This is an optimization exercise on Yosys and OpenROAD, whose aim is small area, a short achievable clock period and few clock cycles per item, not a production implementation. The RTL was checked by simulation tests, not by an equivalence proof against the original design. Power and IR drop assume default switching activity.

## flow/design.v (module list and top-level ports; edited modules follow where they fit)
// module fp_mul_pp: 55 lines
// module fp_mul_sum: 20 lines
// module fp_mul_rnd: 23 lines
// module mul24_csa: 2033 lines
// module fp_add_al: 56 lines
// module fp_add_sm: 21 lines
// module fp_add_nr: 27 lines
// module tilt_eq: 157 lines
module tilt_eq (
    input  wire        clk,
    input  wire        rst,           
    input  wire        cfg_we,
    input  wire [3:0]  cfg_addr,
    input  wire [31:0] cfg_wdata,
    input  wire        prep,          
    input  wire        in_valid,
    output wire        in_ready,
    input  wire        in_ch,
    input  wire [31:0] in_data,
    output reg         out_valid,
    output reg         out_ch,
    output reg  [31:0] out_data,
    output reg         idle
);
  // ...
==> flow/flow/run.sh <==
#!/bin/bash
# Layout: the standard flow (standard.sh) on every step, with ORFS's
# timing repair asked to reach further than the clock period requires
# (repair_timing's setup margin, SETUP_SLACK_MARGIN) and to work only on the
# worst endpoints (TNS_END_PERCENT). The clock, the SDC and every other
# setting stay as the standard flow has them. make's full output goes to
# flow_make.log in this folder; each ORFS step also keeps its own log under
# orfs/logs/.
set -euo pipefail
read -r MARGIN TNS < flow/repair.txt
bash standard.sh SETUP_SLACK_MARGIN="$MARGIN" TNS_END_PERCENT="$TNS" finish > flow_make.log 2>&1
==> flow/flow/repair.txt <==
17 5
==> flow/standard.sh <==
#!/bin/bash
# synth_recipe.tcl (not shown) runs the flow's synth.tcl, then flattens the netlist and writes it again
# the make line also repeats each setting of config.mk as NAME=value (left out here)
make -C /OpenROAD-flow-scripts/flow DESIGN_CONFIG=/design/flow/config.mk WORK_HOME=/design/flow/orfs CLKGATE_MAP_FILE= SYNTH_SCRIPT=/design/flow/synth_recipe.tcl "${@:-finish}"
==> flow/config.mk <==
export PLATFORM = sky130hd
export DESIGN_NAME = tilt_eq
export DESIGN_NICKNAME = tilt_eq
export VERILOG_FILES = /design/flow/design.v
export SDC_FILE = /design/flow/constraint.sdc
export NUM_CORES = 4
export LEC_CHECK = 0
export CAP_MARGIN = 20
export CORE_MARGIN = 2
export CORE_UTILIZATION = 50
export SLEW_MARGIN = 20
==> flow/constraint.sdc <==
create_clock -name core_clock -period 22.0 [get_ports {clk}]
set_input_delay 4.4000 -clock core_clock [delete_from_list [all_inputs] [get_ports {clk}]]
set_output_delay 4.4000 -clock core_clock [all_outputs]
set_load 0.01 [all_outputs]
==> impl_metrics.toml, run 1 <==
[run_status]
status = "complete, no violations"

[layout]
n_antenna_cell = 4
regMostFlops = "coef"
layout.nets = 9995

[synthesis]
synth_most_common_cell = "nand2_1"
synth_top_area_share_pct = 27.5
synth_warnings = 6
synthSimpleGateAreaFrac_pct = 18.2
synth-compound-area-share_pct = 14.9
synth_top_family_by_area = "simple AND/OR/NAND/NOR gates"
synth-seq-cells = 1243
synth_cell_types = 115
synth_commonest_cells = "nand2_1 (1389), dfxtp_1 (1108), inv_1 (760)"
synthMuxAreaShare_pct = 9.88
synthFlopType = "dfxtp_1"
synthCells = 9534
synth-edff-count = 135

[global_route]
grt_first_pass_wirelength_microns = 419000
grt_use_met2_pct = 49.4
grt_pass1_vias = 65142

[cts]
cts.htree.levels = 4
cts_resized = 162
root_buffer = "clkbuf_16"

[power_and_ir_drop]
clkPwrFrac_pct = 23.5
netSwitchingFraction_pct = 44.8
pg_seq_mw = 2.92
pwr-share-comb_pct = 47.4

[detailed_routing]
wl_per_cell_microns = 24.3
highest_layer = "met5"
drc_errors = 0
firstDrtPassIters = 6
drtIter0Drc = 7102

[critical_path]
rrSetupSlack_ns = 16.64
path_class = "register to output port"
rr_startpoint = "mx[9]"
crit_arrival_ns = 1.31

[sta]
max_slew_margin_pct = 15.8
finalCritPeriodShare_pct = 26.0
setup_ws_ns = 16.29
tightest_slew_ns = 1.26

[placed_design]
post-place-ws_ns = 15.30
dp_cells = 11247

[hold_path]
hold_class = "register to register"
Testbench counts, summed over its fixed seeds: cycles 79,988, items 6,601.
==> module fp_mul_pp, before the edit <==
module fp_mul_pp (
    input  wire [31:0]  a,
    input  wire [31:0]  b,
    output wire [120:0] pp
);
    wire        sa = a[31];
    wire        sb = b[31];
    wire [7:0]  ea = a[30:23];
    wire [7:0]  eb = b[30:23];
    wire [22:0] fa = a[22:0];
    wire [22:0] fb = b[22:0];
    wire a_e0 = (ea == 8'h00);
    wire b_e0 = (eb == 8'h00);
    wire a_e1 = (ea == 8'hFF);
    wire b_e1 = (eb == 8'hFF);
    wire a_f0 = (fa == 23'd0);
    wire b_f0 = (fb == 23'd0);
    wire a_nan  = a_e1 & ~a_f0;
    wire b_nan  = b_e1 & ~b_f0;
    wire a_inf  = a_e1 & a_f0;
    wire b_inf  = b_e1 & b_f0;
    wire a_zero = a_e0 & a_f0;
    wire b_zero = b_e0 & b_f0;
    wire [23:0] ma = {~a_e0, fa};
    wire [23:0] mb = {~b_e0, fb};
    wire sp_nan  = a_nan | b_nan | (a_inf & b_zero) | (a_zero & b_inf);
    wire sp_inf  = a_inf | b_inf;
    wire sp_zero = a_zero | b_zero | (a_e0 & b_e0);
    wire sp      = sp_nan | sp_inf | sp_zero;
    wire [1:0] sp_kind = sp_nan ? 2'd2 : sp_inf ? 2'd1 : 2'd0;
    wire [22:0] fsub = a_e0 ? fa : fb;
    reg  [4:0]  lz;
    integer i;
    always @* begin
        lz = 5'd23;
        for (i = 0; i < 23; i = i + 1)
            if (fsub[i]) lz = 5'd22 - i[4:0];
        lz = lz + 5'd1;
        if (!(a_e0 | b_e0)) lz = 5'd0;
    end
    wire signed [9:0] e0 = $signed({2'b0, a_e0 ? 8'd1 : ea}) + $signed({2'b0, b_e0 ? 8'd1 : eb}) - 10'sd127;
    reg  [4:0]  tza, tzb;
    always @* begin
        tza = 5'd24;
        tzb = 5'd24;
        for (i = 23; i >= 0; i = i - 1) begin
            if (ma[i]) tza = i[4:0];
            if (mb[i]) tzb = i[4:0];
        end
    end
    wire [5:0] tz = {1'b0, tza} + {1'b0, tzb};
    wire [47:0] rs, rc;
    mul24_csa u_csa (.a(ma), .b(mb), .s(rs), .c(rc));
    assign pp = {sa ^ sb, sp, sp_kind, e0, lz, tz, rs, rc};
endmodule
==> module fp_mul_sum, before the edit <==
module fp_mul_sum (
    input  wire [120:0] pp,
    output wire [63:0]  ps
);
    wire signed [9:0] e0 = pp[116:107];
    wire [4:0]  lz = pp[106:102];
    wire [5:0]  tz = pp[101:96];
    wire [47:0] prod = pp[95:48] + pp[47:0];
    wire signed [9:0] eb_n = e0 - $signed({5'd0, lz});
    wire nrm   = (eb_n >= 10'sd1);             
    wire rmode = ~nrm & (e0 < 10'sd1);         
    wire [9:0] rsh_full = 10'sd1 - e0;
    wire [5:0] rsh = (rsh_full > 10'd48) ? 6'd48 : rsh_full[5:0];
    wire [4:0] lsh = nrm ? lz : (rmode ? 5'd0 : e0[4:0] - 5'd1);
    wire ovf_hi  = nrm & (eb_n > 10'sd254);
    wire ovf_254 = nrm & (eb_n == 10'sd254);
    wire lost  = rmode & (rsh_full > {4'd0, tz}) & ~pp[119];
    wire [47:0] q = rmode ? (prod >> rsh) : (prod << lsh);
    assign ps = {pp[120:117], nrm, lost, ovf_hi, ovf_254, eb_n[7:0], q};
endmodule
==> module fp_mul_rnd, before the edit <==
module fp_mul_rnd (
    input  wire [63:0] ps,
    output wire [31:0] y
);
    wire       s       = ps[63];
    wire       sp      = ps[62];
    wire [1:0] sp_kind = ps[61:60];
    wire       nrm     = ps[59];
    wire       lost    = ps[58];
    wire       ovf_hi  = ps[57];
    wire       ovf_254 = ps[56];
    wire [7:0] ebn     = ps[55:48];
    wire [47:0] q      = ps[47:0];
    wire        top   = q[47];
    wire [22:0] mant  = top ? q[46:24] : q[45:23];
    wire        guard = top ? q[23] : q[22];
    wire        stk   = (top ? (|q[22:0]) : (|q[21:0])) | lost;
    wire [7:0]  ef    = nrm ? (ebn + {7'd0, top}) : {7'd0, q[46]};
    wire [30:0] pk    = {ef, mant} + {30'd0, guard & (stk | mant[0])};
    wire        ovf   = ovf_hi | (ovf_254 & top);
    assign y = sp ? (sp_kind == 2'd2 ? 32'h7FC00000 : sp_kind == 2'd1 ? {s, 8'hFF, 23'd0} : {s, 31'd0})
             : ovf ? {s, 8'hFF, 23'd0} : {s, pk};
endmodule
==> module fp_add_al, before the edit <==
module fp_add_al (
    input  wire [31:0] a,
    input  wire [31:0] b,
    output wire [67:0] al
);
    wire        sa = a[31];
    wire        sb = b[31];
    wire        a_e0 = (a[30:23] == 8'h00);
    wire        b_e0 = (b[30:23] == 8'h00);
    wire        a_e1 = (a[30:23] == 8'hFF);
    wire        b_e1 = (b[30:23] == 8'hFF);
    wire        a_f0 = (a[22:0] == 23'd0);
    wire        b_f0 = (b[22:0] == 23'd0);
    wire        a_nan = a_e1 & ~a_f0;
    wire        b_nan = b_e1 & ~b_f0;
    wire        a_inf = a_e1 & a_f0;
    wire        b_inf = b_e1 & b_f0;
    wire [7:0]  ea = {a[30:24], a[23] | a_e0};
    wire [7:0]  eb = {b[30:24], b[23] | b_e0};
    wire [23:0] ma = {~a_e0, a[22:0]};
    wire [23:0] mb = {~b_e0, b[22:0]};
    wire [8:0]  dab = {1'b0, ea} - {1'b0, eb};
    wire [7:0]  dba = eb - ea;
    wire        eswap = dab[8];                  
    wire        eq    = (ea == eb);
    wire        mgt   = (mb > ma);
    wire [7:0]  d     = eswap ? dba : dab[7:0];
    reg  [4:0]  tza, tzb;
    integer i;
    always @* begin
        tza = 5'd24;
        tzb = 5'd24;
        for (i = 23; i >= 0; i = i - 1) begin
            if (ma[i]) tza = i[4:0];
            if (mb[i]) tzb = i[4:0];
        end
    end
    wire [23:0] mbig = eswap ? mb : ma;
    wire [23:0] msml = eswap ? ma : mb;
    wire [4:0]  tzs  = eswap ? tza : tzb;
    wire        nz_s = eswap ? ~(a_e0 & a_f0) : ~(b_e0 & b_f0);
    wire [26:0] msh  = (d >= 8'd27) ? 27'd0 : ({msml, 3'b000} >> d[4:0]);
    wire        lost = nz_s & ({3'd0, tzs} + 8'd3 < d);
    wire [26:0] sml  = {msh[26:1], msh[0] | lost};
    wire [26:0] big  = {mbig, 3'b000};
    wire        sw2  = eq & mgt;
    wire [26:0] opl  = sw2 ? sml : big;
    wire [26:0] ops  = sw2 ? big : sml;
    wire        swap = eswap | sw2;
    wire        sl   = swap ? sb : sa;
    wire [7:0]  el   = eswap ? eb : ea;
    wire sp_nan = a_nan | b_nan | (a_inf & b_inf & (sa ^ sb));
    wire sp_inf = a_inf | b_inf;
    wire sp_sgn = a_inf ? sa : sb;
    assign al = {sp_nan, sp_inf, sp_sgn, sa & sb, sl, sa ^ sb, el, opl, ops};
endmodule
==> module fp_add_sm, before the edit <==
module fp_add_sm (
    input  wire [67:0] al,
    output wire [47:0] sm
);
    wire        sub = al[62];
    wire [7:0]  el  = al[61:54];
    wire [26:0] opl = al[53:27];
    wire [26:0] ops = al[26:0];
    wire [28:0] sum1 = {1'b0, opl, 1'b1} + {sub, ops ^ {27{sub}}, sub};
    wire [27:0] sum  = sum1[28:1];
    wire [26:0] mark = (el > 8'd27) ? 27'd0 : (27'd1 << (8'd27 - el));
    wire [26:0] lzv  = sum[26:0] | mark;
    reg  [4:0]  lz;
    integer i;
    always @* begin
        lz = 5'd0;
        for (i = 0; i < 27; i = i + 1)
            if (lzv[i]) lz = 5'd26 - i[4:0];
    end
    assign sm = {al[67:63], (sum == 28'd0), (el == 8'd254), el, lz, sum};
endmodule
==> module fp_add_nr, before the edit <==
module fp_add_nr (
    input  wire [47:0] sm,
    output wire [31:0] y
);
    wire        sp_nan = sm[47];
    wire        sp_inf = sm[46];
    wire        sp_sgn = sm[45];
    wire        zsgn   = sm[44];
    wire        sl     = sm[43];
    wire        zero   = sm[42];
    wire        el254  = sm[41];
    wire [7:0]  el     = sm[40:33];
    wire [4:0]  lz     = sm[32:28];
    wire [27:0] sum    = sm[27:0];
    wire [26:0] nl = sum[26:0] << lz;
    wire        co    = sum[27];
    wire [22:0] mant  = co ? sum[26:4] : nl[25:3];
    wire        guard = co ? sum[3] : nl[2];
    wire        stk   = co ? (|sum[2:0]) : (|nl[1:0]);
    wire [7:0]  ef    = co ? el + 8'd1 : (nl[26] ? el - {3'd0, lz} : 8'd0);
    wire [30:0] pk    = {ef, mant} + {30'd0, guard & (stk | mant[0])};
    assign y = sp_nan ? 32'h7FC00000 :
               sp_inf ? {sp_sgn, 8'hFF, 23'd0} :
               zero ? {zsgn, 31'd0} :
               (co & el254) ? {sl, 8'hFF, 23'd0} :
               {sl, pk};
endmodule
==> module tilt_eq, before the edit <==
module tilt_eq (
    input  wire        clk,
    input  wire        rst,           
    input  wire        cfg_we,
    input  wire [3:0]  cfg_addr,
    input  wire [31:0] cfg_wdata,
    input  wire        prep,          
    input  wire        in_valid,
    output wire        in_ready,
    input  wire        in_ch,
    input  wire [31:0] in_data,
    output reg         out_valid,
    output reg         out_ch,
    output reg  [31:0] out_data,
    output reg         idle
);
    localparam [31:0] ONE = 32'h3F800000;
    integer i;
    reg  [11:0] ph;
    reg         cfg_we_r, clr_r;
    reg  [3:0]  cfg_addr_r;
    reg  [31:0] cfg_wdata_r;
    always @(posedge clk) begin
        if (rst) ph <= 12'b0000_0100_0000;    
        else     ph <= {ph[10:0], ph[11]};
        cfg_we_r    <= cfg_we;            
        cfg_addr_r  <= cfg_addr;
        cfg_wdata_r <= cfg_wdata;
        clr_r       <= rst | prep;
    end
    assign in_ready = ph[6];
    reg [31:0] coef [0:9];
    always @(posedge clk) begin
        for (i = 0; i < 10; i = i + 1)
            if (clr_r)
                coef[i] <= (i == 0 || i == 5) ? ONE : 32'd0;
            else if (cfg_we_r && cfg_addr_r == i)
                coef[i] <= cfg_wdata_r;
    end
    reg  [31:0] x0;
    reg         vin, chin;        
    reg         va, cha, byp0;    
    reg         vb, chb, byp1;    
    reg         vo, cho;          
    reg  [1:0]  cnt;              
    wire acc  = in_valid & ph[6] & ~rst;
    wire outn = vo & ph[5];       
    always @(posedge clk) begin
        if (ph[6]) x0 <= in_data;
        if (rst) begin
            vin <= 1'b0; va <= 1'b0; vb <= 1'b0; vo <= 1'b0;
            out_valid <= 1'b0;
            cnt  <= 2'd0;
            idle <= 1'b1;
        end else begin
            if (ph[6])  begin vin <= in_valid; chin <= in_ch; end
            if (ph[10]) begin va <= vin; cha <= chin; byp0 <= va & (cha == chin); end
            if (ph[4])  begin
                vb <= va; chb <= cha; byp1 <= vb & (chb == cha);
                vo <= vb; cho <= chb;
            end
            out_valid <= outn;
            cnt  <= cnt + {1'b0, acc} - {1'b0, outn};
            idle <= ~acc & (cnt == {1'b0, outn});
        end
    end
    reg  [31:0] y0, y1;           
    reg  [31:0] mx, mc;
    wire [31:0] a_y;              
    wire [120:0] m_pp;
    reg  [120:0] m_pp_r;
    wire [63:0] m_ps;
    reg  [63:0] m_ps_r;
    wire [31:0] m_y;
    reg  [31:0] mr;
    always @(posedge clk) begin
        case (1'b1)
            ph[1] | ph[6] | ph[7]: mx <= x0;
            ph[2] | ph[9]:         mx <= a_y;
            ph[10]:                mx <= y1;
            default:               mx <= y0;
        endcase
        case (1'b1)
            ph[11]:  mc <= coef[7];
            ph[1]:   mc <= coef[1];
            ph[2]:   mc <= coef[3];
            ph[3]:   mc <= coef[5];
            ph[5]:   mc <= coef[4];
            ph[6]:   mc <= coef[2];
            ph[7]:   mc <= coef[0];
            ph[8]:   mc <= coef[6];
            ph[9]:   mc <= coef[8];
            default: mc <= coef[9];
        endcase
    end
    fp_mul_pp  u_mpp (.a(mx), .b(mc), .pp(m_pp));
    fp_mul_sum u_msm (.pp(m_pp_r), .ps(m_ps));
    fp_mul_rnd u_mrn (.ps(m_ps_r), .y(m_y));
    always @(posedge clk) begin
        m_pp_r <= m_pp;
        m_ps_r <= m_ps;
        mr     <= m_y;
    end
    reg [31:0] hist [0:7];
    reg  [31:0] xr, yr;
    reg  [31:0] hsel;
    always @* begin
        case (1'b1)
            ph[11]:  hsel = hist[{cha, 2'b00}];
            ph[3]:   hsel = hist[{chb, 2'b11}];
            ph[6]:   hsel = hist[{chb, 2'b10}];
            default: hsel = hist[{cha, 2'b01}];
        endcase
    end
    always @(posedge clk) begin
        case (1'b1)
            (ph[11] & byp0) | (ph[6] & byp1): xr <= a_y;
            ph[11] | ph[3] | ph[6] | ph[8]:   xr <= hsel;
            default:                          xr <= {mr[31] ^ (ph[2] | ph[9]), mr[30:0]};
        endcase
        case (1'b1)
            ph[11]:                yr <= mr;
            ph[3] | ph[8]:         yr <= a_y;
            default:               yr <= {m_y[31] ^ (ph[0] | ph[5]), m_y[30:0]};
        endcase
    end
    wire [67:0] a_al;
    reg  [67:0] a_al_r;
    wire [47:0] a_sm;
    reg  [47:0] a_sm_r;
    reg  [7:0]  a_wh1, a_wh2;     
    fp_add_al u_aal (.a(xr), .b(yr), .al(a_al));
    fp_add_sm u_asm (.al(a_al_r), .sm(a_sm));
    fp_add_nr u_anr (.sm(a_sm_r), .y(a_y));
    always @(posedge clk) begin
        a_al_r <= a_al;
        a_sm_r <= a_sm;
        for (i = 0; i < 8; i = i + 1)
            a_wh1[i] <= (
                (ph[9]  & va & (i == {cha, 2'b00})) |
                (ph[10] & va & (i == {cha, 2'b01})) |
                (ph[4]  & vb & (i == {chb, 2'b10})) |
                (ph[3]  & vb & (i == {chb, 2'b11})));
        a_wh2 <= clr_r ? 8'd0 : a_wh1;   
        if (ph[2]) y0 <= a_y;
        if (ph[9]) y1 <= a_y;
        for (i = 0; i < 8; i = i + 1)
            if (clr_r)        hist[i] <= 32'd0;
            else if (a_wh2[i]) hist[i] <= a_y;
    end
    always @(posedge clk) begin
        if (ph[5]) begin
            out_data <= y1;
            out_ch   <= cho;
        end
    end
endmodule
==> inputs of run 2 (changes only) <==
--- a/flow/design.v
+++ b/flow/design.v
@@ -1,7 +1,7 @@
 module fp_mul_pp (
     input  wire [31:0]  a,
     input  wire [31:0]  b,
-    output wire [120:0] pp
+    output wire [118:0] pp
 );
     wire        sa = a[31];
     wire        sb = b[31];
@@ -38,7 +38,6 @@
         lz = lz + 5'd1;
         if (!(a_e0 | b_e0)) lz = 5'd0;
     end
-    wire signed [9:0] e0 = $signed({2'b0, a_e0 ? 8'd1 : ea}) + $signed({2'b0, b_e0 ? 8'd1 : eb}) - 10'sd127;
     reg  [4:0]  tza, tzb;
     always @* begin
         tza = 5'd24;
@@ -48,49 +47,49 @@
             if (mb[i]) tzb = i[4:0];
         end
     end
-    wire [5:0] tz = {1'b0, tza} + {1'b0, tzb};
+    wire [6:0] tz = {2'b0, tza} + {2'b0, tzb};
+    wire [8:0]  esum = {1'b0, a_e0 ? 8'd1 : ea} + {1'b0, b_e0 ? 8'd1 : eb};
+    wire [9:0]  lzx  = {5'd0, lz};
+    wire        nrm  = ({1'b0, esum} >= 10'd128 + lzx);    
+    wire [7:0]  ebn  = esum[7:0] - 8'd127 - {3'd0, lz};
+    wire        ovf_hi  = nrm & ({1'b0, esum} > 10'd381 + lzx);
+    wire        ovf_254 = nrm & ({1'b0, esum} == 10'd381 + lzx);
+    wire [9:0]  ks_full = 10'd151 - {1'b0, esum};
+    wire [6:0]  ks   = (esum <= 9'd80) ? 7'd71 : ks_full[6:0];
+    wire [6:0]  kn   = 7'd23 - {2'b0, lz};
+    wire [6:0]  k    = nrm ? kn : ks;
+    wire        sticky = nrm ? ({2'b0, tz} + {2'b0, lz} < 7'd22) : (tz + 7'd1 < ks);
     wire [47:0] rs, rc;
     mul24_csa u_csa (.a(ma), .b(mb), .s(rs), .c(rc));
-    assign pp = {sa ^ sb, sp, sp_kind, e0, lz, tz, rs, rc};
+    assign pp = {sa ^ sb, sp, sp_kind, nrm, sticky, ovf_hi, ovf_254, ebn, k, rs, rc};
 endmodule
 module fp_mul_sum (
-    input  wire [120:0] pp,
-    output wire [63:0]  ps
+    input  wire [118:0] pp,
+    output wire [41:0]  ps
 );
-    wire signed [9:0] e0 = pp[116:107];
-    wire [4:0]  lz = pp[106:102];
-    wire [5:0]  tz = pp[101:96];
+    wire [6:0]  k    = pp[102:96];
     wire [47:0] prod = pp[95:48] + pp[47:0];
-    wire signed [9:0] eb_n = e0 - $signed({5'd0, lz});
-    wire nrm   = (eb_n >= 10'sd1);             
-    wire rmode = ~nrm & (e0 < 10'sd1);         
-    wire [9:0] rsh_full = 10'sd1 - e0;
-    wire [5:0] rsh = (rsh_full > 10'd48) ? 6'd48 : rsh_full[5:0];
-    wire [4:0] lsh = nrm ? lz : (rmode ? 5'd0 : e0[4:0] - 5'd1);
-    wire ovf_hi  = nrm & (eb_n > 10'sd254);
-    wire ovf_254 = nrm & (eb_n == 10'sd254);
-    wire lost  = rmode & (rsh_full > {4'd0, tz}) & ~pp[119];
-    wire [47:0] q = rmode ? (prod >> rsh) : (prod << lsh);
-    assign ps = {pp[120:117], nrm, lost, ovf_hi, ovf_254, eb_n[7:0], q};
+    wire [48:0] sh   = {prod, 1'b0} >> k;
+    assign ps = {pp[118:103], sh[25:0]};
 endmodule
 module fp_mul_rnd (
-    input  wire [63:0] ps,
+    input  wire [41:0] ps,
     output wire [31:0] y
 );
-    wire       s       = ps[63];
-    wire       sp      = ps[62];
-    wire [1:0] sp_kind = ps[61:60];
-    wire       nrm     = ps[59];
-    wire       lost    = ps[58];
-    wire       ovf_hi  = ps[57];
-    wire       ovf_254 = ps[56];
-    wire [7:0] ebn     = ps[55:48];
-    wire [47:0] q      = ps[47:0];
-    wire        top   = q[47];
-    wire [22:0] mant  = top ? q[46:24] : q[45:23];
-    wire        guard = top ? q[23] : q[22];
-    wire        stk   = (top ? (|q[22:0]) : (|q[21:0])) | lost;
-    wire [7:0]  ef    = nrm ? (ebn + {7'd0, top}) : {7'd0, q[46]};
+    wire       s       = ps[41];
+    wire       sp      = ps[40];
+    wire [1:0] sp_kind = ps[39:38];
+    wire       nrm     = ps[37];
+    wire       sticky  = ps[36];
+    wire       ovf_hi  = ps[35];
+    wire       ovf_254 = ps[34];
+    wire [7:0] ebn     = ps[33:26];
+    wire [25:0] q      = ps[25:0];
+    wire        top   = q[25];
+    wire [22:0] mant  = top ? q[24:2] : q[23:1];
+    wire        guard = top ? q[1] : q[0];
+    wire        stk   = sticky | (top & q[0]);
+    wire [7:0]  ef    = nrm ? (ebn + {7'd0, top}) : {7'd0, q[24]};
     wire [30:0] pk    = {ef, mant} + {30'd0, guard & (stk | mant[0])};
     wire        ovf   = ovf_hi | (ovf_254 & top);
     assign y = sp ? (sp_kind == 2'd2 ? 32'h7FC00000 : sp_kind == 2'd1 ? {s, 8'hFF, 23'd0} : {s, 31'd0})
@@ -2132,7 +2131,7 @@
 module fp_add_al (
     input  wire [31:0] a,
     input  wire [31:0] b,
-    output wire [67:0] al
+    output wire [68:0] al
 );
     wire        sa = a[31];
     wire        sb = b[31];
@@ -2174,29 +2173,45 @@
     wire        lost = nz_s & ({3'd0, tzs} + 8'd3 < d);
     wire [26:0] sml  = {msh[26:1], msh[0] | lost};
     wire [26:0] big  = {mbig, 3'b000};
-    wire        sw2  = eq & mgt;
-    wire [26:0] opl  = sw2 ? sml : big;
-    wire [26:0] ops  = sw2 ? big : sml;
+    wire        sw2  = eq & mgt;            
     wire        swap = eswap | sw2;
     wire        sl   = swap ? sb : sa;
     wire [7:0]  el   = eswap ? eb : ea;
     wire sp_nan = a_nan | b_nan | (a_inf & b_inf & (sa ^ sb));
     wire sp_inf = a_inf | b_inf;
     wire sp_sgn = a_inf ? sa : sb;
-    assign al = {sp_nan, sp_inf, sp_sgn, sa & sb, sl, sa ^ sb, el, opl, ops};
+    assign al = {sw2, sp_nan, sp_inf, sp_sgn, sa & sb, sl, sa ^ sb, el, big, sml};
 endmodule
 module fp_add_sm (
-    input  wire [67:0] al,
-    output wire [47:0] sm
+    input  wire [68:0] al,
+    output wire [69:0] sm
 );
+    wire        sw2 = al[68];
     wire        sub = al[62];
     wire [7:0]  el  = al[61:54];
-    wire [26:0] opl = al[53:27];
-    wire [26:0] ops = al[26:0];
+    wire [26:0] big = al[53:27];
+    wire [26:0] sml = al[26:0];
+    wire [26:0] opl = sw2 ? sml : big;
+    wire [26:0] ops = sw2 ? big : sml;
     wire [28:0] sum1 = {1'b0, opl, 1'b1} + {sub, ops ^ {27{sub}}, sub};
     wire [27:0] sum  = sum1[28:1];
     wire [26:0] mark = (el > 8'd27) ? 27'd0 : (27'd1 << (8'd27 - el));
-    wire [26:0] lzv  = sum[26:0] | mark;
+    assign sm = {al[67:63], (sum == 28'd0), (el == 8'd254), el, sum[26:0] | mark, sum};
+endmodule
+module fp_add_nr (
+    input  wire [69:0] sm,
+    output wire [31:0] y
+);
+    wire        sp_nan = sm[69];
+    wire        sp_inf = sm[68];
+    wire        sp_sgn = sm[67];
+    wire        zsgn   = sm[66];
+    wire        sl     = sm[65];
+    wire        zero   = sm[64];
+    wire        el254  = sm[63];
+    wire [7:0]  el     = sm[62:55];
+    wire [26:0] lzv    = sm[54:28];
+    wire [27:0] sum    = sm[27:0];
     reg  [4:0]  lz;
     integer i;
     always @* begin
@@ -2204,22 +2219,6 @@
         for (i = 0; i < 27; i = i + 1)
             if (lzv[i]) lz = 5'd26 - i[4:0];
     end
-    assign sm = {al[67:63], (sum == 28'd0), (el == 8'd254), el, lz, sum};
-endmodule
-module fp_add_nr (
-    input  wire [47:0] sm,
-    output wire [31:0] y
-);
-    wire        sp_nan = sm[47];
-    wire        sp_inf = sm[46];
-    wire        sp_sgn = sm[45];
-    wire        zsgn   = sm[44];
-    wire        sl     = sm[43];
-    wire        zero   = sm[42];
-    wire        el254  = sm[41];
-    wire [7:0]  el     = sm[40:33];
-    wire [4:0]  lz     = sm[32:28];
-    wire [27:0] sum    = sm[27:0];
     wire [26:0] nl = sum[26:0] << lz;
     wire        co    = sum[27];
     wire [22:0] mant  = co ? sum[26:4] : nl[25:3];
@@ -2246,7 +2245,7 @@
     input  wire [31:0] in_data,
     output reg         out_valid,
     output reg         out_ch,
-    output reg  [31:0] out_data,
+    output wire [31:0] out_data,
     output reg         idle
 );
     localparam [31:0] ONE = 32'h3F800000;
@@ -2282,30 +2281,32 @@
     wire outn = vo & ph[5];       
     always @(posedge clk) begin
         if (ph[6]) x0 <= in_data;
+        if (ph[6])  begin vin <= in_valid; chin <= in_ch; end
+        if (ph[10] & ~clr_r) begin va <= vin; cha <= chin; byp0 <= va & (cha == chin); end
+        if (ph[4] & ~clr_r)  begin
+            vb <= va; chb <= cha; byp1 <= vb & (chb == cha);
+            vo <= vb; cho <= chb;
+        end
+        if (clr_r) begin
+            va <= 1'b0; vb <= 1'b0; vo <= 1'b0;
+        end
         if (rst) begin
-            vin <= 1'b0; va <= 1'b0; vb <= 1'b0; vo <= 1'b0;
             out_valid <= 1'b0;
             cnt  <= 2'd0;
             idle <= 1'b1;
         end else begin
-            if (ph[6])  begin vin <= in_valid; chin <= in_ch; end
-            if (ph[10]) begin va <= vin; cha <= chin; byp0 <= va & (cha == chin); end
-            if (ph[4])  begin
-                vb <= va; chb <= cha; byp1 <= vb & (chb == cha);
-                vo <= vb; cho <= chb;
-            end
             out_valid <= outn;
-            cnt  <= cnt + {1'b0, acc} - {1'b0, outn};
-            idle <= ~acc & (cnt == {1'b0, outn});
+            cnt  <= acc ? (outn ? cnt : cnt + 2'd1) : (outn ? cnt - 2'd1 : cnt);
+            idle <= acc ? 1'b0 : (cnt == {1'b0, outn});
         end
     end
     reg  [31:0] y0, y1;           
     reg  [31:0] mx, mc;
     wire [31:0] a_y;              
-    wire [120:0] m_pp;
-    reg  [120:0] m_pp_r;
-    wire [63:0] m_ps;
-    reg  [63:0] m_ps_r;
+    wire [118:0] m_pp;
+    reg  [118:0] m_pp_r;
+    wire [41:0] m_ps;
+    reg  [41:0] m_ps_r;
     wire [31:0] m_y;
     reg  [31:0] mr;
     always @(posedge clk) begin
@@ -2359,10 +2360,10 @@
             default:               yr <= {m_y[31] ^ (ph[0] | ph[5]), m_y[30:0]};
         endcase
     end
-    wire [67:0] a_al;
-    reg  [67:0] a_al_r;
-    wire [47:0] a_sm;
-    reg  [47:0] a_sm_r;
+    wire [68:0] a_al;
+    reg  [68:0] a_al_r;
+    wire [69:0] a_sm;
+    reg  [69:0] a_sm_r;
     reg  [7:0]  a_wh1, a_wh2;     
     fp_add_al u_aal (.a(xr), .b(yr), .al(a_al));
     fp_add_sm u_asm (.al(a_al_r), .sm(a_sm));
@@ -2383,10 +2384,8 @@
             if (clr_r)        hist[i] <= 32'd0;
             else if (a_wh2[i]) hist[i] <= a_y;
     end
+    assign out_data = y1;
     always @(posedge clk) begin
-        if (ph[5]) begin
-            out_data <= y1;
-            out_ch   <= cho;
-        end
+        if (ph[5]) out_ch <= cho;   
     end
 endmodule
==> run 2 against run 1 <==
Net effect:
- final cell count fell by 4.7%
- via count fell by 6.3%
- maximum frequency fell by 4.0%
- worst hold slack got worse by 0.0077 ns
- clock power barely moved
- largest power group unchanged
==> impl_metrics.toml, run 2 <==
[synthesis]
synth_top_area_cell = "dfxtp_1"
yosys-top-cells-area = "dfxtp_1 (29%), fa_1 (13%), mux2i_1 (7.7%)"
synthArstFlopShare_pct = 0
synth-seq-cells = 1207
synth_top_area_share_pct = 28.7
yosysSeqAreaShare_pct = 32.7
synth_commonest_cells = "nand2_1 (1308), dfxtp_1 (1103), a21oi_1 (756)"
synth-edff-count = 104
synth_warnings = 6
synth_most_common_cell = "nand2_1"
synth_cell_types = 105
synth_nets = 9832
synthFlopType = "dfxtp_1"
syn-cell-area_sq_um = 77000
syn_area_per_cell_sq_um = 8.50
synthCells = 9056

[power_and_ir_drop]
power_density_nw_per_um2 = 119
p_leak_nw = 33.6
power_mw = 10.1
ir_drop_uv = 112

[detailed_routing]
firstDrtPassIters = 6
drc_errors = 0
postRouteAntennaNets = 0
wl_per_cell_microns = 22.7
drtIter0Drc = 6441
dr_total_vias = 64115
wl_microns = 250000
via_per_inst = 5.84

[global_route]
antenna_found_initial = 15
grt_pass1_vias = 61169
grt.total_usage_pct = 31.1
grt_remaining_overflow = 0
grt_use_met2_pct = 45.2
grt.met1_usage_pct = 47.2
grt_first_pass_wirelength_microns = 380000
grt_util_met3_pct = 5.56
top_usage_layer = "met1"
grt_start_max_net_pins = 223

[critical_path]
crit_arrival_ns = 1.55
rr_startpoint = "mx[14]"
path_class = "register to output port"
cp_top_family = "flip-flops"
endpoint_kind = "output port"
slowest_stage = "edfxtp_1"
start_kind = "register"
critPathMaxFanout = 2
cp_slowest_stage_delay_ns = 0.53
required_ns = 17.60
crit_buf_inv = 1
startpoint = "y1[30]"
crit_chain = "buf_2"

[cts]
cts_sinks = 1207
cts.htree.levels = 4
holdBufCountCts = 0
clkSlewWorstSetupHoldPaths_ns = 0.06
cts_tree = "built"
root_buffer = "clkbuf_16"
insertion_delay_ns = 0.81
cts_buffer_depth = 3
cts_buffers = 137

[layout]
final_cell_mix = "nand2_1 (1307), dfxtp_1 (1076), a21oi_1 (753)"
drive_gt1_share_pct = 7.38
final_util_pct = 55.2
top_regs = "coef x320, hist x256, m_pp_r x116"
area_growth_pct = 10.1
largest_reg_flops = 320
layout.nets = 9607
regMostFlops = "coef"
fin_area_sq_um = 84800
final_common_cell = "nand2_1"

[floorplanning]
die_y_microns = 396
core_sq_um = 154000
dieArea_sq_um = 157000
rows = 144
start_util_pct = 50.2
chipWidth_microns = 396
top_level_ports = 110

[run]
max_cap_violations = 0

[hold_path]
worstHoldStart = "a_al_r[65]"
hold_class = "register to register"

[placed_design]
gp_congestion = 0.944
place_area_sq_um = 79400
io_buffers = 109
hpwl_microns = 174000

[sta]
rsz0062_at_grt = "true"
tns_ns = 0
tightest_slew_ns = 1.28
fmax_mhz = 168
skew_ns = 0.0670
max_slew_margin_pct = 13.9
setup_viol = 0
slew_viol_final = 0
finalCritPeriodShare_pct = 27.1
hold_violations = 0
post-route-min-period_ns = 5.95

[run_status]
status = "complete, no violations"
run 2: cell types whose count changed after synthesis, moves of 22 or more:
cell      change
o21bai_1     +26
nor2_1       -58
o32ai_1      -26
nor3_1       -22
o21ai_0      -57
xor2_1       -24
clkbuf_1     -38
mux2i_1      -31
ha_1         +26
nand2_1      -81
edfxtp_1     -31
run 2: cells by family after synthesis:
group	count (synthesis)	synth area share, %
compound gates	1797	14.1
xor+xnor	205	2.35
fa+ha+maj	702	16.2
buf+inv	1423	7.05
flops	1207	32.7
mux	700	9.53
other cells	1	0.00487
simple gates	3021	18.0
run 2: repair_timing:
item,4_1_cts,5_1_grt
buffers inserted,1,31
gates cloned,0,8
pin swaps,0,12
gates resized for setup,103,80
endpoints found under the setup margin,374,483
run 2: path summary, 6_finish.rpt:
path             endpoint  slack (ns)  cells past startpoint
max          out_data[30]       16.05                      1
min            a_sm_r[67]        0.32                      0
max reg2reg   m_pp_r[113]       16.29                     20
min reg2reg    a_sm_r[67]        0.32                      0
run 2: per-layer routing:
layer  share of wire, %  wire length [microns]
met1                 47                 116000
met2                 42                 105000
met3                8.9                  22200
met4                2.3                   5760
met5              0.011                     27
run 2: stage by stage:
stage	setup WS [ns]	cells	hold WS, ns
after floorplan	16.97	9056	0.310
after detailed placement	15.94	10695	0.312
after CTS	16.03	10943	0.324
after global placement	15.94	10693	0.311
after global routing	16.04	10983	0.331
final	16.05	10985	0.320
run 2: area by class of cell:
type | count | area, sq um
antenna | 2 | 5.00
clock buffer | 193 | 3880
clock inverter | 54 | 902
fill | 14243 | 68700
inverter | 768 | 2920
multi-input combinational | 6427 | 46800
sequential | 1207 | 25300
tap | 2044 | 2560
timing repair buffer | 287 | 2480
timing repair inverter | 3 | 15.0
run 2: power breakdown:
part,switching [mW],total (mW),leakage [nW],internal [mW]
logic,3.14,4.81,21.3,1.67
clock network,1.01,2.39,2.30,1.39
registers,0.400,2.92,9.98,2.52
total,4.55,10.1,33.6,5.57
Testbench counts of run 2, summed over its fixed seeds: cycles 79,988, items 6,601.
==> inputs of run 3 (changes only) <==
--- a/flow/design.v
+++ b/flow/design.v
@@ -1,7 +1,7 @@
 module fp_mul_pp (
     input  wire [31:0]  a,
     input  wire [31:0]  b,
-    output wire [118:0] pp
+    output wire [124:0] pp
 );
     wire        sa = a[31];
     wire        sb = b[31];
@@ -58,19 +58,20 @@
     wire [6:0]  ks   = (esum <= 9'd80) ? 7'd71 : ks_full[6:0];
     wire [6:0]  kn   = 7'd23 - {2'b0, lz};
     wire [6:0]  k    = nrm ? kn : ks;
-    wire        sticky = nrm ? ({2'b0, tz} + {2'b0, lz} < 7'd22) : (tz + 7'd1 < ks);
     wire [47:0] rs, rc;
     mul24_csa u_csa (.a(ma), .b(mb), .s(rs), .c(rc));
-    assign pp = {sa ^ sb, sp, sp_kind, nrm, sticky, ovf_hi, ovf_254, ebn, k, rs, rc};
+    assign pp = {sa ^ sb, sp, sp_kind, nrm, ovf_hi, ovf_254, ebn, tz, k, rs, rc};
 endmodule
 module fp_mul_sum (
-    input  wire [118:0] pp,
+    input  wire [124:0] pp,
     output wire [41:0]  ps
 );
+    wire [6:0]  tz   = pp[109:103];
     wire [6:0]  k    = pp[102:96];
     wire [47:0] prod = pp[95:48] + pp[47:0];
     wire [48:0] sh   = {prod, 1'b0} >> k;
-    assign ps = {pp[118:103], sh[25:0]};
+    wire        sticky = (tz + 7'd1 < k);
+    assign ps = {pp[124:120], sticky, pp[119:110], sh[25:0]};
 endmodule
 module fp_mul_rnd (
     input  wire [41:0] ps,
@@ -2245,31 +2246,26 @@
     input  wire [31:0] in_data,
     output reg         out_valid,
     output reg         out_ch,
-    output wire [31:0] out_data,
+    output reg  [31:0] out_data,
     output reg         idle
 );
     localparam [31:0] ONE = 32'h3F800000;
     integer i;
     reg  [11:0] ph;
-    reg         cfg_we_r, clr_r;
-    reg  [3:0]  cfg_addr_r;
-    reg  [31:0] cfg_wdata_r;
+    reg         clr_r;
     always @(posedge clk) begin
         if (rst) ph <= 12'b0000_0100_0000;    
         else     ph <= {ph[10:0], ph[11]};
-        cfg_we_r    <= cfg_we;            
-        cfg_addr_r  <= cfg_addr;
-        cfg_wdata_r <= cfg_wdata;
         clr_r       <= rst | prep;
     end
     assign in_ready = ph[6];
     reg [31:0] coef [0:9];
     always @(posedge clk) begin
         for (i = 0; i < 10; i = i + 1)
-            if (clr_r)
+            if (cfg_we && !rst && cfg_addr == i)
+                coef[i] <= cfg_wdata;
+            else if (clr_r)
                 coef[i] <= (i == 0 || i == 5) ? ONE : 32'd0;
-            else if (cfg_we_r && cfg_addr_r == i)
-                coef[i] <= cfg_wdata_r;
     end
     reg  [31:0] x0;
     reg         vin, chin;        
@@ -2303,8 +2299,8 @@
     reg  [31:0] y0, y1;           
     reg  [31:0] mx, mc;
     wire [31:0] a_y;              
-    wire [118:0] m_pp;
-    reg  [118:0] m_pp_r;
+    wire [124:0] m_pp;
+    reg  [124:0] m_pp_r;
     wire [41:0] m_ps;
     reg  [41:0] m_ps_r;
     wire [31:0] m_y;
@@ -2384,8 +2380,8 @@
             if (clr_r)        hist[i] <= 32'd0;
             else if (a_wh2[i]) hist[i] <= a_y;
     end
-    assign out_data = y1;
     always @(posedge clk) begin
-        if (ph[5]) out_ch <= cho;   
+        out_data <= y1;
+        out_ch   <= cho;
     end
 endmodule
--- a/flow/config.mk
+++ b/flow/config.mk
@@ -8,4 +8,6 @@
 export CAP_MARGIN = 20
 export CORE_MARGIN = 2
 export CORE_UTILIZATION = 50
+export CTS_CLUSTER_DIAMETER = 140
+export CTS_CLUSTER_SIZE = 20
 export SLEW_MARGIN = 20
==> run 3 against run 2 <==
Net effect:
- still clean
- die area is 2.2% higher
- sequential share of layout area rose by 3.9 points
- core utilization down 1.0 points
- clock power decreased by 41%
- sequential power rose by 3%
- clock-buffer cell count down 90
- combinational power grew 9.1%
- final cell count decreased by 5.1%
- final area shrank 0.17%
- via count is 3.5% lower
- register-to-register slack improved by 0.32 ns
- first-iteration DRC count shrank 2.2%
- critical path type unchanged
- largest cell class unchanged
==> impl_metrics.toml, run 3 <==
[synthesis]
synthCells = 8490
synth-seq-cells = 1207
synth_top_area_share_pct = 19.9
synth_commonest_cells = "dfxtp_1 (784), inv_1 (764), nand2_1 (694)"
synth_warnings = 6
synthFlopType = "dfxtp_1"
syn-cell-area_sq_um = 78700
yosysSeqAreaShare_pct = 36.1
syn_area_per_cell_sq_um = 9.27
synth_cell_types = 109
synth-edff-count = 423
synth_most_common_cell = "dfxtp_1"
synth_top_area_cell = "dfxtp_1"
synthArstFlopShare_pct = 0
yosys-top-cells-area = "dfxtp_1 (20%), edfxtp_1 (16%), fa_1 (12%)"
synth_nets = 9261

[detailed_routing]
wl_per_cell_microns = 24.4
firstDrtPassIters = 8
dr_total_vias = 61855
postRouteAntennaNets = 0
drc_errors = 0
drtIter0Drc = 6298
via_per_inst = 5.93
wl_microns = 254000

[power_and_ir_drop]
power_density_nw_per_um2 = 114
p_sw_mw = 4.63
p_leak_nw = 34.1
pwr-share-comb_pct = 54.4
power_frac_seq_pct = 31.1
netSwitchingFraction_pct = 47.9
clkPwrFrac_pct = 14.5
power_mw = 9.65
p_int_mw = 5.02
ir_drop_uv = 129

[critical_path]
rr_startpoint = "mx[6]"
start_kind = "register"
cp_slowest_stage_delay_ns = 0.37
path_class = "register to output port"
critPathMaxFanout = 1
required_ns = 17.60
slowest_stage = "dfxtp_2"
startpoint = "out_data[21]"
crit_arrival_ns = 1.21
endpoint_kind = "output port"
crit_buf_inv = 1
cp_top_family = "flip-flops"
crit_chain = "buf_6"

[layout]
final_common_cell = "inv_1"
nFillCells = 14307
drive_gt1_share_pct = 8.17
area_growth_pct = 7.55
regMostFlops = "coef"
final_cells = 10424
layout.nets = 9091
regArea_sq_um = 28500
final_cell_mix = "inv_1 (762), dfxtp_1 (734), nand2_1 (690)"
top_regs = "coef x320, hist x256, m_pp_r x121"
largest_reg_flops = 320
fin_area_sq_um = 84600
final_util_pct = 54.2
multi_input_comb_area_sq_um = 45800

[placed_design]
io_buffers = 109
gp_congestion = 0.932
dp_cells = 10215
place_area_sq_um = 81200
post-place-ws_ns = 14.48
hpwl_microns = 176000

[floorplanning]
chipWidth_microns = 401
die_y_microns = 401
rows = 145
top_level_ports = 110
core_sq_um = 156000
start_util_pct = 50.4
dieArea_sq_um = 161000

[sta]
tightest_slew_ns = 1.06
finalCritPeriodShare_pct = 25.5
fin_worst_hold_slack_ns = 0.319
skew_ns = 0.0528
fmax_mhz = 178
tns_ns = 0
hold_violations = 0
setup_viol = 0
slew_viol_final = 0
max_slew_margin_pct = 29.2
setup_ws_ns = 16.39
post-route-min-period_ns = 5.61
rsz0062_at_grt = "true"

[global_route]
grt.met1_usage_pct = 46.1
grt_first_pass_wirelength_microns = 379000
grt_util_met3_pct = 5.26
grt_use_met2_pct = 45.9
grt_start_max_net_pins = 102
antenna_found_initial = 13
grt.total_usage_pct = 30.8
top_usage_layer = "met1"
grt_remaining_overflow = 0
grt_pass1_vias = 59831

[cts]
cts_tree = "built"
cts_buffer_depth = 3
cts_sinks = 1207
insertion_delay_ns = 0.73
clkSlewWorstSetupHoldPaths_ns = 0.09
holdBufCountCts = 0
cts.htree.levels = 3
root_buffer = "clkbuf_16"
cts_buffers = 70

[hold_path]
hold_class = "register to register"
worstHoldStart = "a_al_r[66]"

[run]
max_cap_violations = 0

[run_status]
status = "complete, no violations"
-- run 3: area by class of cell --
| type | count | share of cell area, % |
|---|---|---|
| multi-input combinational | 5948 | 54.2 |
| timing repair buffer | 308 | 3.17 |
| clock inverter | 8 | 0.231 |
| tap | 2058 | 3.04 |
| sequential | 1207 | 33.7 |
| antenna | 7 | 0.0207 |
| timing repair inverter | 2 | 0.0118 |
| inverter | 783 | 3.50 |
| clock buffer | 103 | 2.22 |
-- run 3: worst paths after layout --
check,to,slack [ns],cells after the start
min,a_sm_r[68],0.32,0
max,out_data[21],16.39,1
max reg2reg,m_pp_r[26],16.61,14
min reg2reg,a_sm_r[68],0.32,0
-- run 3: kinds of logic after synthesis --
kind of cell | count (synthesis) | synth area share [%]
flip-flops | 1207 | 36.1
AO/OA/AOI/OAI | 1635 | 13.3
multiplexers | 633 | 8.35
AND/OR/NAND/NOR | 2760 | 17.5
adder cells (fa/ha/maj) | 697 | 15.8
XOR/XNOR | 196 | 2.21
other | 1 | 0.00477
buffers and inverters | 1361 | 6.79
-- run 3: metal layers --
metal  share of wire, %  vias to the layer above  wire [microns]
li1                   -                    28357               -
met1                 46                    30635          117000
met4                2.8                        4            7110
met2                 43                     2486          109000
met5             0.0094                        -              24
met3                8.2                      373           20900
-- run 3: power groups by stage --
| stage | Combinational (mW) | Sequential, mW | Clock (mW) |
|---|---|---|---|
| 3_3_place_gp | 4.74 | 3.02 | 0 |
| 2_1_floorplan | 3.28 | 2.81 | 0 |
| 5_1_grt | 5.60 | 3.02 | 1.50 |
| 3_5_place_dp | 4.76 | 3.02 | 0 |
| 6_report | 5.25 | 3.00 | 1.40 |
| 4_1_cts | 4.84 | 2.97 | 1.42 |
-- run 3: timing repair --
item,CTS,global route
resized for setup,236,107
gates cloned,27,8
setup endpoints to repair,1053,1068
pin swaps,18,26
setup buffers,21,35
Testbench counts of run 3, summed over its fixed seeds: cycles 79,988, items 6,601.
==> inputs of run 4 (changes only) <==
==> flow/flow/run.sh (replaced) <==
#!/bin/bash
# Layout: the standard flow (standard.sh) on every step, with ORFS's
# timing repair asked to reach further than the clock period requires and
# given more freedom. flow/make_vars.txt lists the ORFS settings passed to
# make on top of the standard ones:
#   SETUP_SLACK_MARGIN    repair_timing's setup margin (ns)
#   TNS_END_PERCENT       share of the failing endpoints repair_timing works on
#   MATCH_CELL_FOOTPRINT  0 lets the resizer pick any drive strength
# The clock, the SDC and every other setting stay as the standard flow has
# them. make's full output goes to flow_make.log in this folder; each ORFS
# step also keeps its own log under orfs/logs/.
set -euo pipefail
mapfile -t VARS < <(grep -v '^[[:space:]]*$' flow/make_vars.txt)
bash standard.sh "${VARS[@]}" finish > flow_make.log 2>&1
==> flow/flow/make_vars.txt (new file) <==
SETUP_SLACK_MARGIN=17
TNS_END_PERCENT=5
MATCH_CELL_FOOTPRINT=0
removed: flow/flow/repair.txt
==> run 4 against run 3 <==
Net effect:
- still clean
- non-clock buffer count shrank 7
- die area stayed put
- critical path depth stayed put
- wire length decreased by 0.69%
- register-to-register slack improved by 0.04 ns
- clock-buffer cell count stayed put
- clock power about the same
- flip-flop and latch count is the same
- via count shrank 0.60%
- maximum frequency down 0.15%
- worst hold slack lost 0.023 ns
- critical endpoint is now out_data[14]
- highest routed layer unchanged
==> impl_metrics.toml, run 4 <==
[detailed_routing]
wl_microns = 252000
drtIter0Drc = 6040
via_per_inst = 5.90
dr_total_vias = 61486
firstDrtPassIters = 5
wl_per_cell_microns = 24.2
drc_errors = 0
postRouteAntennaNets = 0

[critical_path]
rr_startpoint = "mc[1]"
slowest_stage = "dfxtp_4"
required_ns = 17.60
crit_buf_inv = 1
endpoint_kind = "output port"
rrSetupSlack_ns = 16.65
crit_path_end = "out_data[14]"
critPathMaxFanout = 1
reg2regPathDepth = 24
reg2reg_to = "m_pp_r[119]"
crit_arrival_ns = 1.22
crit_chain = "buf_6"
path_depth = 1
startpoint = "out_data[14]"
cp_top_family = "flip-flops"
cp_slowest_stage_delay_ns = 0.37
path_class = "register to output port"
start_kind = "register"

[synthesis]
syn-cell-area_sq_um = 78700
syn_area_per_cell_sq_um = 9.27
synth_commonest_cells = "dfxtp_1 (784), inv_1 (764), nand2_1 (694)"
synth_most_common_cell = "dfxtp_1"
synth_nets = 9261
synthCells = 8490
yosysSeqAreaShare_pct = 36.1
synthFlopType = "dfxtp_1"
synth_top_area_share_pct = 19.9
yosys-top-cells-area = "dfxtp_1 (20%), edfxtp_1 (16%), fa_1 (12%)"
synth_warnings = 6
synth_top_area_cell = "dfxtp_1"
synthArstFlopShare_pct = 0
synth-edff-count = 423
synth_cell_types = 109
synth-seq-cells = 1207

[power_and_ir_drop]
ir_drop_uv = 128
power_density_nw_per_um2 = 115
p_leak_nw = 34.3

[global_route]
antenna_found_initial = 13
grt_first_pass_wirelength_microns = 376000
grt_pass1_vias = 59235
grt.total_usage_pct = 30.6
grt_start_max_net_pins = 97
grt_remaining_overflow = 0

[sta]
slew_viol_final = 0
tns_ns = 0
setup_ws_ns = 16.38
post-route-min-period_ns = 5.62
fin_worst_hold_slack_ns = 0.296
rsz0062_at_grt = "true"
skew_ns = 0.0564
max_slew_margin_pct = 27.8
fmax_mhz = 178
finalCritPeriodShare_pct = 25.6
hold_violations = 0
tightest_slew_ns = 1.06
setup_viol = 0

[placed_design]
io_buffers = 109
gp_congestion = 0.924
post-place-ws_ns = 14.49
hpwl_microns = 175000

[layout]
final_cell_mix = "inv_1 (763), dfxtp_1 (743), nand2_1 (690)"
final_common_cell = "inv_1"
layout.nets = 9086
largest_reg_flops = 320
final_util_pct = 54.3
area_growth_pct = 7.82
top_regs = "coef x320, hist x256, m_pp_r x121"
regMostFlops = "coef"
nFillCells = 14164
drive_gt1_share_pct = 7.79

[floorplanning]
start_util_pct = 50.4
rows = 145
chipWidth_microns = 401
dieArea_sq_um = 161000
core_sq_um = 156000
top_level_ports = 110
die_y_microns = 401

[cts]
insertion_delay_ns = 0.74
cts_buffer_depth = 3
cts_buffers = 71
cts_sinks = 1207
cts.htree.levels = 3
root_buffer = "clkbuf_16"
cts_tree = "built"
clkSlewWorstSetupHoldPaths_ns = 0.10

[hold_path]
hold_class = "register to register"

[run_status]
status = "complete, no violations"

[run]
max_cap_violations = 0
## run 4: worst min path at each step
stage	from	endpoint	slack [ns]	cells after the start
floorplan	a_al_r[63]	a_sm_r[65]	0.31	0
global placement	m_pp_r[115]	m_ps_r[31]	0.31	0
detailed placement	a_al_r[65]	a_sm_r[67]	0.31	0
CTS	m_pp_r[119]	m_ps_r[35]	0.30	0
global route	m_pp_r[119]	m_ps_r[35]	0.32	0
finish	m_pp_r[119]	m_ps_r[35]	0.30	0
## run 4: cell families after synthesis
| logic type | share of synthesized area (%) |
|---|---|
| muxes | 8.35 |
| other | 0.00477 |
| AOI/OAI and AO/OA | 13.3 |
| adders and majority gates | 15.8 |
| and+or+nand+nor | 17.5 |
| xor gates and xnor gates | 2.21 |
| DFF | 36.1 |
| buffers and inverters | 6.79 |
## run 4: timing repair
action | CTS | global route
setup buffers | 17 | 23
endpoints found under the setup margin | 985 | 1046
pin swaps | 10 | 22
hold buffers | 0 | 0
gates resized for setup | 124 | 120
gates cloned | 29 | 7
## run 4: final cells by class
type / instances / area, sq um / area share (%)
inverter: 783 / 2960 / 3.49
antenna: 1 / 2.50 / 0.00295
multi-input combinational: 5951 / 45900 / 54.1
timing repair buffer: 301 / 2770 / 3.26
clock inverter: 10 / 233 / 0.274
tap: 2058 / 2570 / 3.03
sequential: 1207 / 28500 / 33.6
clock buffer: 103 / 1920 / 2.26
## run 4: power breakdown
part           internal (mW)  switching, mW  leakage, nW
clock network          0.626          0.793         1.02
registers               2.62          0.366         11.2
logic                   1.81           3.52         22.0
total                   5.06           4.68         34.3
## run 4: layer usage
layer  wire length (microns)  vias to the layer above  track usage [%]
met3                   21500                      346             5.06
met2                  107000                     2412             45.1
met5                      34                        -                0
met1                  118000                    30401             46.6
li1                        -                    28321                -
met4                    6240                        6             7.34
## run 4: stage by stage
stage,total power [mW],area (sq um),cells
after detailed placement,7.84,81300,10224
after global routing,10.2,84900,10413
after floorplan,6.09,78800,8490
final,9.74,84900,10414
after global placement,7.81,81300,10224
after CTS,9.33,84000,10383
==> inputs of run 5 (changes only) <==
--- a/flow/design.v
+++ b/flow/design.v
@@ -2260,13 +2260,19 @@
     end
     assign in_ready = ph[6];
     reg [31:0] coef [0:9];
+    reg [9:0]  cv;
     always @(posedge clk) begin
         for (i = 0; i < 10; i = i + 1)
-            if (cfg_we && !rst && cfg_addr == i)
+            if (cfg_we && !rst && cfg_addr == i) begin
                 coef[i] <= cfg_wdata;
-            else if (clr_r)
-                coef[i] <= (i == 0 || i == 5) ? ONE : 32'd0;
-    end
+                cv[i]   <= 1'b1;
+            end else if (clr_r) begin
+                cv[i]   <= 1'b0;
+            end
+    end
+    function automatic [31:0] cread(input integer k);
+        cread = cv[k] ? coef[k] : ((k == 0 || k == 5) ? ONE : 32'd0);
+    endfunction
     reg  [31:0] x0;
     reg         vin, chin;        
     reg         va, cha, byp0;    
@@ -2313,16 +2319,16 @@
             default:               mx <= y0;
         endcase
         case (1'b1)
-            ph[11]:  mc <= coef[7];
-            ph[1]:   mc <= coef[1];
-            ph[2]:   mc <= coef[3];
-            ph[3]:   mc <= coef[5];
-            ph[5]:   mc <= coef[4];
-            ph[6]:   mc <= coef[2];
-            ph[7]:   mc <= coef[0];
-            ph[8]:   mc <= coef[6];
-            ph[9]:   mc <= coef[8];
-            default: mc <= coef[9];
+            ph[11]:  mc <= cread(7);
+            ph[1]:   mc <= cread(1);
+            ph[2]:   mc <= cread(3);
+            ph[3]:   mc <= cread(5);
+            ph[5]:   mc <= cread(4);
+            ph[6]:   mc <= cread(2);
+            ph[7]:   mc <= cread(0);
+            ph[8]:   mc <= cread(6);
+            ph[9]:   mc <= cread(8);
+            default: mc <= cread(9);
         endcase
     end
     fp_mul_pp  u_mpp (.a(mx), .b(mc), .pp(m_pp));
@@ -2334,15 +2340,18 @@
         mr     <= m_y;
     end
     reg [31:0] hist [0:7];
+    reg [7:0]  hv;
     reg  [31:0] xr, yr;
     reg  [31:0] hsel;
+    reg  [2:0]  hidx;
     always @* begin
         case (1'b1)
-            ph[11]:  hsel = hist[{cha, 2'b00}];
-            ph[3]:   hsel = hist[{chb, 2'b11}];
-            ph[6]:   hsel = hist[{chb, 2'b10}];
-            default: hsel = hist[{cha, 2'b01}];
+            ph[11]:  hidx = {cha, 2'b00};
+            ph[3]:   hidx = {chb, 2'b11};
+            ph[6]:   hidx = {chb, 2'b10};
+            default: hidx = {cha, 2'b01};
         endcase
+        hsel = hv[hidx] ? hist[hidx] : 32'd0;
     end
     always @(posedge clk) begin
         case (1'b1)
@@ -2377,8 +2386,12 @@
         if (ph[2]) y0 <= a_y;
         if (ph[9]) y1 <= a_y;
         for (i = 0; i < 8; i = i + 1)
-            if (clr_r)        hist[i] <= 32'd0;
-            else if (a_wh2[i]) hist[i] <= a_y;
+            if (clr_r) begin
+                hv[i]   <= 1'b0;
+            end else if (a_wh2[i]) begin
+                hist[i] <= a_y;
+                hv[i]   <= 1'b1;
+            end
     end
     always @(posedge clk) begin
         out_data <= y1;
==> flow/flow/make_vars.txt (replaced) <==
SETUP_SLACK_MARGIN=17
TNS_END_PERCENT=5
--- a/flow/config.mk
+++ b/flow/config.mk
@@ -7,7 +7,7 @@
 export LEC_CHECK = 0
 export CAP_MARGIN = 20
 export CORE_MARGIN = 2
-export CORE_UTILIZATION = 50
+export CORE_UTILIZATION = 60
 export CTS_CLUSTER_DIAMETER = 140
 export CTS_CLUSTER_SIZE = 20
 export SLEW_MARGIN = 20
==> run 5 against run 4 <==
Net effect:
- sequential power increased by 6%
- non-clock buffer count increased by 28
- register-to-register slack got worse by 0.08 ns
- critical path type unchanged
- largest cell class unchanged
==> impl_metrics.toml, run 5 <==
[synthesis]
synth_commonest_cells = "inv_1 (748), edfxtp_1 (679), nand2_1 (663)"
synth-seq-cells = 1225
synth_top_area_share_pct = 27.5
synth-compound-area-share_pct = 13.9
synthMuxAreaShare_pct = 4.65
synthSimpleGateAreaFrac_pct = 14.1
synthAdderAreaFrac_pct = 16.7
synthArstFlopShare_pct = 0
synth_warnings = 6
synth_top_family_by_area = "adder cells"
synthFlopType = "edfxtp_1"
synthCells = 7378
synth-edff-count = 679
synth_nets = 8149
synth_most_common_cell = "inv_1"
yosysSeqAreaShare_pct = 42.2
synth_top_area_cell = "edfxtp_1"
yosys-top-cells-area = "edfxtp_1 (27%), dfxtp_1 (15%), fa_1 (13%)"
synth_xor_area_share_pct = 2.32
syn-cell-area_sq_um = 74300
synth_cell_types = 113
syn_area_per_cell_sq_um = 10.1

[floorplanning]
chipWidth_microns = 356
top_level_ports = 110
die_y_microns = 356
dieArea_sq_um = 127000
start_util_pct = 60.2
rows = 129
core_sq_um = 123000

[detailed_routing]
dr_total_vias = 56714
drc_errors = 0
wl_per_cell_microns = 24.8
drtIter0Drc = 6614
postRouteAntennaNets = 0
via_per_inst = 6.27
firstDrtPassIters = 6
wl_microns = 224000

[power_and_ir_drop]
ir_drop_uv = 157
power_density_nw_per_um2 = 113
p_leak_nw = 32.1

[cts]
cts_sinks = 1225
cts.htree.levels = 3
insertion_delay_ns = 0.73
clkSlewWorstSetupHoldPaths_ns = 0.09
holdBufCountCts = 0
cts_buffer_depth = 3
root_buffer = "clkbuf_16"
cts_buffers = 73
cts_tree = "built"

[global_route]
grt_first_pass_wirelength_microns = 339000
antenna_found_initial = 16
grt_pass1_vias = 55505
grt_remaining_overflow = 0
grt.total_usage_pct = 35.2
grt_start_max_net_pins = 85

[critical_path]
critPathMaxFanout = 2
crit_buf_inv = 1
reg2regPathDepth = 14
endpoint_kind = "output port"
start_kind = "register"
rr_startpoint = "mc[28]"
crit_arrival_ns = 1.20
cp_slowest_stage_delay_ns = 0.37
cp_top_family = "flip-flops"
rrSetupSlack_ns = 16.57
startpoint = "ph[6]"
crit_chain = "buf_6"
slowest_stage = "dfxtp_4"
required_ns = 17.60
path_class = "register to output port"
reg2reg_to = "m_pp_r[25]"

[hold_path]
hold_class = "register to register"
whs_endpoint = "m_ps_r[37]"
hold_depth = 0
worstHoldStart = "m_pp_r[120]"

[layout]
final_common_cell = "inv_1"
final_util_pct = 65.3
fin_area_sq_um = 80600
drive_gt1_share_pct = 8.78
largest_reg_flops = 320
area_growth_pct = 8.45
nFillCells = 9833
layout.nets = 8129
regMostFlops = "coef"
top_regs = "coef x320, hist x256, m_pp_r x121"
final_cell_mix = "inv_1 (746), edfxtp_1 (679), nand2_1 (659)"

[sta]
post-route-min-period_ns = 5.60
skew_ns = 0.0701
tns_ns = 0
slew_viol_final = 0
setup_viol = 0
finalCritPeriodShare_pct = 25.4
fmax_mhz = 179
rsz0062_at_grt = "true"
tightest_slew_ns = 1.20
max_slew_margin_pct = 19.3
hold_violations = 0

[placed_design]
place_area_sq_um = 77100
hpwl_microns = 156000
gp_congestion = 0.982
io_buffers = 109

[run]
max_cap_violations = 0

[run_status]
status = "complete, no violations"
[run 5: changes by cell type in the layout (fill, tap and decap cells not counted), moves of 65 or more]
cell / delta
mux2i_1: -313
dfxtp_1: -234
o22ai_1: -84
edfxtp_1: +256
nor2_1: -117
and2_1: -314
nand2b_1: -122
a22oi_1: +65
[run 5: kinds of logic after synthesis]
| family | Yosys count |
|---|---|
| xor+xnor | 197 |
| fa+ha+maj | 697 |
| simple gates | 2165 |
| buf+inv | 1197 |
| flops | 1225 |
| mux | 316 |
| compound gates | 1580 |
| other cells | 1 |
[run 5: power by group]
group	switching, mW	total (mW)	internal (mW)
Clock	0.794	1.44	0.647
Combinational	2.91	4.46	1.55
Sequential	0.296	3.17	2.88
[run 5: worst max-delay path by stage]
stage	slack (ns)	endpoint	cells past startpoint
floorplan	15.81	coef[0][0]	3
global placement	14.89	coef[1][0]	4
detailed placement	14.84	coef[1][4]	4
global route	16.36	in_ready	1
CTS	16.36	in_ready	1
finish	16.40	in_ready	1
[run 5: final cells by class]
class / instances / area, sq um / share of cell area (%)
clock buffer: 111 / 1990 / 2.47
inverter: 766 / 2920 / 3.63
antenna: 4 / 10.0 / 0.0124
tap: 1637 / 2050 / 2.54
sequential: 1225 / 31400 / 38.9
multi-input combinational: 4961 / 39000 / 48.5
timing repair buffer: 329 / 2910 / 3.61
timing repair inverter: 2 / 12.5 / 0.0155
clock inverter: 13 / 248 / 0.308
[run 5: through the flow]
stage	hold WS (ns)	power, mW	setup WS [ns]	std cells
floorplan	0.310	5.86	15.81	7378
global placement	0.311	7.23	14.89	8834
detailed placement	0.314	7.27	14.84	8836
CTS	0.319	8.73	16.36	8990
global route	0.331	9.52	16.36	9044
finish	0.311	9.07	16.40	9048
[run 5: metal layers]
metal,up-vias,wire (microns),GRT usage [%]
li1,25369,-,-
met1,27881,95500,51.1
met2,2907,97000,52.9
met3,549,23500,7.67
met4,8,8230,11.4
met5,-,54,0
[run 5: what timing repair did]
item	4_1_cts	5_1_grt
pin swaps	8	24
cloned	7	6
gates resized for setup	191	118
setup endpoints to repair	740	767
buffers inserted	23	45
Testbench counts of run 5, summed over its fixed seeds: cycles 79,988, items 6,601.

## afterwards: timing with drivers on the ports
The results above use ideal ports. As a check the final layouts listed here were re-extracted and re-timed, cells and wires unchanged. Step 1, drivers: a clkbuf_16 drives clk and a buf_2 each remaining input, both assumed. Step 2 times the ports against the registers' clock, not the clock port: input delays grow and output delays shrink by t, the midpoint of the rising clock arrivals with the driver on. a / b / c = ideal ports / drivers / drivers and shift; a / b = the first two.
| run | t, ns | slack for setup (ns) | hold slack, ns | clock arrival spread, ns | worst slew at a driven data input, ns |
|---|---|---|---|---|---|
| run 1 | 0.853 | 16.288 / 16.206 / 15.657 | 0.328 / 0.328 / 0.328 | 0.035 / 0.035 | 0.07 |
| run 2 | 0.869 | 16.049 / 15.959 / 16.262 | 0.320 / 0.320 / 0.320 | 0.079 / 0.079 | 0.07 |
| run 3 | 0.796 | 16.387 / 16.298 / 15.827 | 0.319 / 0.319 / 0.319 | 0.059 / 0.058 | 0.10 |
| run 4 | 0.794 | 16.378 / 16.294 / 15.693 | 0.296 / 0.296 / 0.296 | 0.061 / 0.061 | 0.09 |
| run 5 | 0.779 | 16.402 / 16.321 / 15.859 | 0.311 / 0.311 / 0.311 | 0.073 / 0.073 | 0.07 |
After both steps setup and hold are still met in every run listed. For run 4, which loses most, drivers alone change the setup slack by -0.084 ns; drivers and shift together by -0.685 ns.
